Background: an optimization exercise with open tools, aiming at small area, a short achievable clock period and few clock cycles. Do not read the settings as production practice. The RTL was checked by simulation tests, not by an equivalence proof against the original design. No activity file was given, so power comes from the tool's default toggle rates.

== job 101 ==
// cn_codec
module cn_codec (
    input  wire        clk,
    input  wire        rst,
    input  wire        cmd_valid,
    input  wire [31:0] cmd_word,
    input  wire [31:0] opa_addr,
    input  wire [31:0] opa_len,
    input  wire [31:0] opa_dst,
    input  wire [7:0]  opa_flags,
    input  wire [31:0] opa_seqack,
    output reg         busy,
    output wire [7:0]  res_code,
    output reg  [31:0] res_len,
    output reg  [15:0] res_cksum,
    output reg  [31:0] res_hdr0,
    output reg  [31:0] res_hdr1,
    output reg  [8:0]  res_hdr2,
    output wire        mem_req,
    output wire        mem_we,
    output wire [31:0] mem_addr,
    output wire [7:0]  mem_wdata,
    input  wire        mem_gnt,
    input  wire        mem_rvalid,
    input  wire [7:0]  mem_rdata
);
    function [32:0] bk_carry(input [31:0] g, input [31:0] p, input ci, input integer W);
        reg [31:0] G, P;
        integer i, l, d;
        begin
            G = g;
            P = p;
            G[0] = g[0] | (p[0] & ci);
            P[0] = 1'b0;
            for (l = 0; l < 5; l = l + 1) begin
                d = 1 << l;
                for (i = 0; i < 32; i = i + 1)
                    if (i < W && ((i + 1) % (2 * d)) == 0) begin
                        G[i] = G[i] | (P[i] & G[i - d]);
                        P[i] = P[i] & P[i - d];
                    end
            end
            for (l = 3; l >= 0; l = l - 1) begin
                d = 1 << l;
                for (i = 0; i < 32; i = i + 1)
                    if (i < W && ((i + 1) % (2 * d)) == d && i >= 2 * d) begin
                        G[i] = G[i] | (P[i] & G[i - d]);
  ...
Size in the first run: about 320 flip-flops, ~350 I/O pins.
export LEC_CHECK = 0
export CAP_MARGIN = 20
export CORE_MARGIN = 2
export CORE_UTILIZATION = 40
export CTS_BUF_LIST = sky130_fd_sc_hd__clkbuf_4
export PLACE_DENSITY = 0.6
export SETUP_SLACK_MARGIN = 4.8
export SLEW_MARGIN = 20
create_clock -name core_clock -period 8.0 [get_ports {clk}]
standard.sh (not shown) runs the stock make flow with config.mk's settings and CLKGATE_MAP_FILE= SYNTH_SCRIPT=/design/flow/synth_recipe.tcl, a recipe that flattens the netlist after the stock synthesis.
==> flow/flow/run.sh <==
#!/bin/bash
set -euo pipefail
export BUFFER_PORTS_ARGS="-buffer_cell sky130_fd_sc_hd__buf_1"
bash standard.sh > standard_flow.log 2>&1
Testbench counts of job 101, summed over its fixed seeds: cycles 157,732.
## Diff of input files: job 102 against job 101
# job 101
export LEC_CHECK = 0
export CAP_MARGIN = 20
export CORE_MARGIN = 2
export CORE_UTILIZATION = 40
export CTS_BUF_LIST = sky130_fd_sc_hd__clkbuf_4
export PLACE_DENSITY = 0.6
export SETUP_SLACK_MARGIN = 4.8
export SLEW_MARGIN = 20
create_clock -name core_clock -period 8.0 [get_ports {clk}]
# job 102
export LEC_CHECK = 0
export CAP_MARGIN = 20
export CORE_MARGIN = 2
export CORE_UTILIZATION = 55
export CTS_BUF_LIST = sky130_fd_sc_hd__clkbuf_4
export PLACE_DENSITY = 0.75
export SETUP_SLACK_MARGIN = 4.5
export SLEW_MARGIN = 20
create_clock -name core_clock -period 8.0 [get_ports {clk}]
diff --git a/flow/flow/run.sh b/flow/flow/run.sh
--- a/flow/flow/run.sh
+++ b/flow/flow/run.sh
@@ -3,0 +4 @@
+export CTS_ARGS="-sink_clustering_enable -repair_clock_nets -dont_use_dummy_load -buf_list sky130_fd_sc_hd__clkbuf_4"
Findings:
Job 102: done, clean on timing, DRC and antenna. Job 102 vs job 101: growth of design area from synthesis to finish down in job 102. Going from job 101 to job 102, power drawn by the clock network shrank by 27%, final worst setup slack decreased 0.043 ns, iteration count of the initial detailed-routing pass now sits lower, pre-CTS worst setup slack rose by 0.11 ns, number of clock buffers in the layout shows a reduction of 33%.

---

Starting RTL as in the previous note.
clock: 8.0 ns
lec_check: 0
cap_margin: 20
core_margin: 2
core_utilization: 40
cts_buf_list: sky130_fd_sc_hd__clkbuf_4
place_density: 0.6
setup_slack_margin: 4.5
slew_margin: 20
==> flow/flow/run.sh <==
#!/bin/bash
set -euo pipefail
export BUFFER_PORTS_ARGS="-buffer_cell sky130_fd_sc_hd__buf_1"
bash standard.sh > standard_flow.log 2>&1
Testbench counts at the start, summed over its fixed seeds: cycles 157,732.
Change:
--- a/flow/flow/run.sh
+++ b/flow/flow/run.sh
@@ -3,0 +4 @@
+export CTS_ARGS="-sink_clustering_enable -repair_clock_nets -dont_use_dummy_load -buf_list sky130_fd_sc_hd__clkbuf_8 -sink_clustering_size 12 -sink_clustering_max_diameter 60"
--- a/flow/config.mk
+++ b/flow/config.mk
@@ -7,0 +8 @@
+export ABC_AREA = 1
@@ -10 +11 @@
-export CORE_UTILIZATION = 40
+export CORE_UTILIZATION = 55
@@ -12 +13 @@
-export PLACE_DENSITY = 0.6
+export PLACE_DENSITY = 0.75
Effect: Core utilization grows by 13 points; global-route usage rises by 9.2 points; die area came out lower by 26%.
Change:
==> flow/flow/run.sh (replaced) <==
#!/bin/bash
set -euo pipefail
export BUFFER_PORTS_ARGS="-buffer_cell sky130_fd_sc_hd__buf_1"
bash standard.sh > standard_flow.log 2>&1
--- a/flow/config.mk
+++ b/flow/config.mk
@@ -8 +7,0 @@
-export ABC_AREA = 1
What happened: Global-route usage shrinks by 1.1 points; worst hold slack improves by 0.0086 ns; total power grows by about a fifth; combinational power grows by about a fifth; critical path depth shrinks by 1; via count shrinks by a few percent.
Change:
--- a/flow/flow/run.sh
+++ b/flow/flow/run.sh
@@ -3,0 +4 @@
+export CTS_ARGS="-sink_clustering_enable -repair_clock_nets -dont_use_dummy_load -buf_list sky130_fd_sc_hd__clkbuf_8 -sink_clustering_size 12 -sink_clustering_max_diameter 60"
--- a/flow/config.mk
+++ b/flow/config.mk
@@ -7,0 +8 @@
+export ABC_AREA = 1
@@ -10 +11 @@
-export CORE_UTILIZATION = 55
+export CORE_UTILIZATION = 60
@@ -12 +13 @@
-export PLACE_DENSITY = 0.75
+export PLACE_DENSITY = 0.8
Effect: The changed run produced a clean layout; routed wire length grows by a few percent; total power shrinks by about a fifth; synthesized cell count grows by about a fifth; worst hold slack gets worse by 0.0031 ns; worst setup slack gets better by 0.049 ns; clock-buffer cell count shrinks by 98; via count grows by a few percent; first-iteration DRC count grows by a little under a tenth; global-route usage grows by 4.3 points; die area shrinks by a little under a tenth.

---

run A:
Starting RTL as in the previous note.
clock: 8.0 ns
lec_check: 0
cap_margin: 20
core_margin: 2
core_utilization: 55
cts_buf_list: sky130_fd_sc_hd__clkbuf_4
place_density: 0.75
setup_slack_margin: 4.5
slew_margin: 20
==> flow/flow/run.sh <==
#!/bin/bash
set -euo pipefail
export BUFFER_PORTS_ARGS="-buffer_cell sky130_fd_sc_hd__buf_1"
export CTS_ARGS="-sink_clustering_enable -repair_clock_nets -dont_use_dummy_load -buf_list sky130_fd_sc_hd__clkbuf_8 -sink_clustering_size 12 -sink_clustering_max_diameter 60"
bash standard.sh > standard_flow.log 2>&1
Run A reached the end of the flow, and the finished layout is clean on the timing, DRC and antenna checks.
Testbench counts of run A, summed over its fixed seeds: cycles 157,732.
[inputs] run B vs run A
# run A
export LEC_CHECK = 0
export CAP_MARGIN = 20
export CORE_MARGIN = 2
export CORE_UTILIZATION = 55
export CTS_BUF_LIST = sky130_fd_sc_hd__clkbuf_4
export PLACE_DENSITY = 0.75
export SETUP_SLACK_MARGIN = 4.5
export SLEW_MARGIN = 20
create_clock -name core_clock -period 8.0 [get_ports {clk}]
# run B
export LEC_CHECK = 0
export CAP_MARGIN = 20
export CORE_MARGIN = 2
export CORE_UTILIZATION = 40
export PLACE_DENSITY = 0.6
export SETUP_SLACK_MARGIN = 4.8
export SLEW_MARGIN = 20
create_clock -name core_clock -period 8.0 [get_ports {clk}]
==> flow/run.sh (new file) <==
#!/bin/bash
# synth_recipe.tcl (not shown) runs the flow's synth.tcl, then flattens the netlist and writes it again
# the make line also repeats each setting of config.mk as NAME=value (left out here)
make -C /OpenROAD-flow-scripts/flow DESIGN_CONFIG=/design/flow/config.mk WORK_HOME=/design/flow/orfs CLKGATE_MAP_FILE= SYNTH_SCRIPT=/design/flow/synth_recipe.tcl finish
removed: flow/flow/run.sh
removed: flow/standard.sh
Notes after the runs:
Run B was carried through to the last stage, and its layout satisfied the timing, DRC and antenna checks.
Run B ended up with P[4] as its origin of the worst setup path; run A ended up with busy.
Run B vs run A: relative area change from synthesis to final layout up in run B
Diff run A -> run B | total length of routed wires | increase of 12%
Compared with run A, in run B setup slack went down, global-route wire length before repair higher, sequential cell area went up.
For the final cell count, run B came in 264 higher than run A did.
| instance area after placement | higher: run B |
From run B to run A, mux contribution to synthesized area did not move at all.
Run A -> run B: first-iteration DRC count decreased by a little under 10%
Between run B and run A, highest fanout seen on the critical path is higher for run A, run B comes in under that.
For clock-buffer cell count, dividing the value from run B by the value from run A gives 1.5.
Input changes introduced in run C (baseline for comparison: run B):
# run B
export LEC_CHECK = 0
export CAP_MARGIN = 20
export CORE_MARGIN = 2
export CORE_UTILIZATION = 40
export PLACE_DENSITY = 0.6
export SETUP_SLACK_MARGIN = 4.8
export SLEW_MARGIN = 20
create_clock -name core_clock -period 8.0 [get_ports {clk}]
# run C
export LEC_CHECK = 0
export CAP_MARGIN = 20
export CORE_MARGIN = 2
export CORE_UTILIZATION = 55
export CTS_BUF_LIST = sky130_fd_sc_hd__clkbuf_8
export PLACE_DENSITY = 0.75
export SETUP_SLACK_MARGIN = 4.5
export SLEW_MARGIN = 20
create_clock -name core_clock -period 8.0 [get_ports {clk}]
==> flow/flow/run.sh (new file) <==
#!/bin/bash
set -euo pipefail
export BUFFER_PORTS_ARGS="-buffer_cell sky130_fd_sc_hd__buf_1"
bash standard.sh > standard_flow.log 2>&1
==> flow/standard.sh (new file) <==
#!/bin/bash
# synth_recipe.tcl (not shown) runs the flow's synth.tcl, then flattens the netlist and writes it again
# the make line also repeats each setting of config.mk as NAME=value (left out here)
make -C /OpenROAD-flow-scripts/flow DESIGN_CONFIG=/design/flow/config.mk WORK_HOME=/design/flow/orfs CLKGATE_MAP_FILE= SYNTH_SCRIPT=/design/flow/synth_recipe.tcl "${@:-finish}"
removed: flow/run.sh
## What came out
- On run C: number of nets in the layout is 40 lower than what run B gave.
- Run B and run C ended up with roughly the same relative contribution of the clock network to total power.
- Most common library cell in the layout ignoring fill and taps: sky130_fd_sc_hd__nand2_1 -> run B, sky130_fd_sc_hd__buf_1 -> run C
- From run B to run C the numbers moved as follows: worst setup slack after layout higher, area growth from synthesis to layout -16 points, non-filler instance count after layout now sits lower.
Inputs modified between run C and run D:
# run C
export LEC_CHECK = 0
export CAP_MARGIN = 20
export CORE_MARGIN = 2
export CORE_UTILIZATION = 55
export CTS_BUF_LIST = sky130_fd_sc_hd__clkbuf_8
export PLACE_DENSITY = 0.75
export SETUP_SLACK_MARGIN = 4.5
export SLEW_MARGIN = 20
create_clock -name core_clock -period 8.0 [get_ports {clk}]
# run D
export LEC_CHECK = 0
export ABC_AREA = 1
export CAP_MARGIN = 20
export CORE_MARGIN = 2
export CORE_UTILIZATION = 60
export CTS_BUF_LIST = sky130_fd_sc_hd__clkbuf_4
export PLACE_DENSITY = 0.8
export SETUP_SLACK_MARGIN = 4.5
export SLEW_MARGIN = 20
create_clock -name core_clock -period 8.0 [get_ports {clk}]
==> flow/flow/run.sh <==
#!/bin/bash
set -euo pipefail
export BUFFER_PORTS_ARGS="-buffer_cell sky130_fd_sc_hd__buf_1"
export CTS_ARGS="-sink_clustering_enable -repair_clock_nets -dont_use_dummy_load -buf_list sky130_fd_sc_hd__clkbuf_8 -sink_clustering_size 16 -sink_clustering_max_diameter 50"
bash standard.sh > standard_flow.log 2>&1
==> results.txt <==
Run D finished every step from synthesis to the final layout, and the layout passed the timing, DRC and antenna checks. Looking at global-route wire length before repair, run D sits 4.8% higher than run C does. Data required time at the worst endpoint: run D > run C. | core utilization | higher: run D |.

---

Setup of job 4165:
cn_codec again, from the RTL that the note above started with.
Design cn_codec, start of the top module:
module cn_codec (
    input  wire        clk,
    input  wire        rst,
    input  wire        cmd_valid,
    input  wire [31:0] cmd_word,
    input  wire [31:0] opa_addr,
    input  wire [31:0] opa_len,
    input  wire [31:0] opa_dst,
    input  wire [7:0]  opa_flags,
    input  wire [31:0] opa_seqack,
    output reg         busy,
    output wire [7:0]  res_code,
    output reg  [31:0] res_len,
    output reg  [15:0] res_cksum,
    output reg  [31:0] res_hdr0,
    output reg  [31:0] res_hdr1,
    output reg  [8:0]  res_hdr2,
    output wire        mem_req,
    output wire        mem_we,
    output wire [31:0] mem_addr,
    output wire [7:0]  mem_wdata,
    input  wire        mem_gnt,
    input  wire        mem_rvalid,
    input  wire [7:0]  mem_rdata
);
Settings: LEC_CHECK=0, CAP_MARGIN=20, CORE_MARGIN=2, CORE_UTILIZATION=55, CTS_BUF_LIST=sky130_fd_sc_hd__clkbuf_4, PLACE_DENSITY=0.75, SETUP_SLACK_MARGIN=4.65, SLEW_MARGIN=20; clock period 8.0 ns.
==> flow/flow/run.sh <==
#!/bin/bash
set -euo pipefail
export BUFFER_PORTS_ARGS="-buffer_cell sky130_fd_sc_hd__buf_1"
export CTS_ARGS="-sink_clustering_enable -repair_clock_nets -dont_use_dummy_load -buf_list sky130_fd_sc_hd__clkbuf_8 -sink_clustering_size 12 -sink_clustering_max_diameter 60"
bash standard.sh > standard_flow.log 2>&1
Testbench counts of job 4165, summed over its fixed seeds: cycles 157,732.
> inputs changed (job 4165 -> job 5228)
diff --git a/flow/config.mk b/flow/config.mk
--- a/flow/config.mk
+++ b/flow/config.mk
@@ -7,2 +7,3 @@
 export LEC_CHECK = 0
+export ABC_AREA = 1
 export CAP_MARGIN = 20
@@ -12,3 +13,3 @@
 export PLACE_DENSITY = 0.75
-export SETUP_SLACK_MARGIN = 4.65
+export SETUP_SLACK_MARGIN = 4.3
 export SLEW_MARGIN = 20
Results
- Job 4165 → job 5228: switching component of the power lower, combined area of the multi-input logic cells lower, fraction of power consumed by combinational cells lower.
- Between job 4165 and job 5228, the flow reports area after synthesis increasing slightly.
Setup changes, job 5228 to job 2620
==> flow/flow/run.sh <==
#!/bin/bash
set -euo pipefail
export BUFFER_PORTS_ARGS="-buffer_cell sky130_fd_sc_hd__buf_1"
bash standard.sh > standard_flow.log 2>&1
diff --git a/flow/config.mk b/flow/config.mk
--- a/flow/config.mk
+++ b/flow/config.mk
@@ -7,9 +7,8 @@
 export LEC_CHECK = 0
-export ABC_AREA = 1
 export CAP_MARGIN = 20
 export CORE_MARGIN = 2
-export CORE_UTILIZATION = 55
+export CORE_UTILIZATION = 65
 export CTS_BUF_LIST = sky130_fd_sc_hd__clkbuf_4
-export PLACE_DENSITY = 0.75
-export SETUP_SLACK_MARGIN = 4.3
+export PLACE_DENSITY = 0.85
+export SETUP_SLACK_MARGIN = 4.5
 export SLEW_MARGIN = 20
Findings:
- Final cell area: job 2620 above job 5228
- Job 2620 does worse than job 5228 on power.
- Higher fraction of final layout cells sized beyond drive strength 1 among job 2620 and job 5228: job 2620
- Delta (job 2620 minus job 5228): upper clock frequency limit now smaller, placer congestion estimate climbed 0.0056.
- Die area: job 2620 < job 5228
- Run comparison: job 2620 main combinational cell family by area after synthesis compound AO/OA/AOI/OAI gates; job 5228 main combinational cell family by area after synthesis simple AND/OR/NAND/NOR gates
- The die span in x in job 2620 was lower than what job 5228 gave.
- Job 2620 leaves less setup margin than job 5228.
- The via count reported for job 2620 is higher than the one for job 5228.
- Taking job 2620 over job 5228, the gate count after technology mapping ratio works out to 0.860.
- The filler-free cell count of the finished design number comes out lower for job 2620 vs job 5228.
Setup changes, job 2620 to job 3812
diff --git a/flow/config.mk b/flow/config.mk
--- a/flow/config.mk
+++ b/flow/config.mk
@@ -9,6 +9,5 @@
 export CORE_MARGIN = 2
-export CORE_UTILIZATION = 65
-export CTS_BUF_LIST = sky130_fd_sc_hd__clkbuf_4
-export PLACE_DENSITY = 0.85
-export SETUP_SLACK_MARGIN = 4.5
+export CORE_UTILIZATION = 40
+export PLACE_DENSITY = 0.6
+export SETUP_SLACK_MARGIN = 4.8
 export SLEW_MARGIN = 20
## What came out
Job 2620 completed end to end with timing, DRC and antenna clean.
Looking at the reports, job 3812 completed the entire flow and the layout it produced met the timing, DRC and antenna checks.
Fill cell instance count of the final layout, job 3812 vs job 2620: up by more than 100%
Of job 3812 and job 2620, it is job 3812 that has the higher overall die height.
Smallest hold slack delta for job 3812 relative to job 2620: 0.013 ns higher
Met2 track demand over resource in global routing: job 3812 vs job 2620 down 21 points
Going from job 2620 to job 3812, the post-route standard cell area excluding fillers was found to have gone up by about 8%.

[static timing again, ports no longer ideal]
In the flow no input, the clock included, has a driving cell. The finished layouts below were timed again as built, in two steps.
Step 1 sets driving cells, clkbuf_16 on the clock port and buf_2 on the other inputs (assumed; they add their load-dependent delay and slew).
Step 2, shift: input delay + t, output delay - t, t = (earliest + latest rising clock arrival at the registers) / 2. This alone moves slack from input paths to output paths.
Slacks: ideal ports / drivers / drivers and shift; pairs: ideal ports / drivers.
run	t (ns)	setup WS [ns]	latest minus earliest clock arrival (ns)	worst slew at a driven data input, ns
job 101	0.918	4.483 / 4.436 / 3.815	0.103 / 0.104	0.09
job 102	0.801	4.440 / 4.440 / 3.770	0.065 / 0.065	0.07
the first run of note 2	0.902	4.417 / 4.360 / 3.650	0.106 / 0.106	0.06
the second run of note 2	0.647	4.576 / 4.551 / 3.932	0.060 / 0.060	0.07
the third run of note 2	0.843	4.527 / 4.475 / 3.724	0.058 / 0.058	0.08
the fourth run of note 2	0.646	4.576 / 4.523 / 3.931	0.078 / 0.078	0.08
run A	0.654	4.522 / 4.472 / 3.858	0.068 / 0.068	0.08
run B	0.623	4.466 / 4.466 / 3.910	0.032 / 0.032	0.11
run C	0.700	4.517 / 4.517 / 3.829	0.042 / 0.042	0.08
run D	0.668	4.585 / 4.556 / 3.910	0.052 / 0.052	0.07
job 4165	0.645	4.475 / 4.475 / 3.834	0.059 / 0.059	0.09
job 5228	0.662	4.409 / 4.409 / 3.774	0.077 / 0.078	0.09
job 2620	0.781	4.334 / 4.334 / 3.772	0.081 / 0.081	0.08
job 3812	0.640	4.466 / 4.433 / 3.793	0.039 / 0.040	0.09
After both steps setup and hold are still met in every run listed. The setup slack of the third run of note 2, which loses most, moves by -0.052 ns with the drivers and by -0.803 ns with both steps.
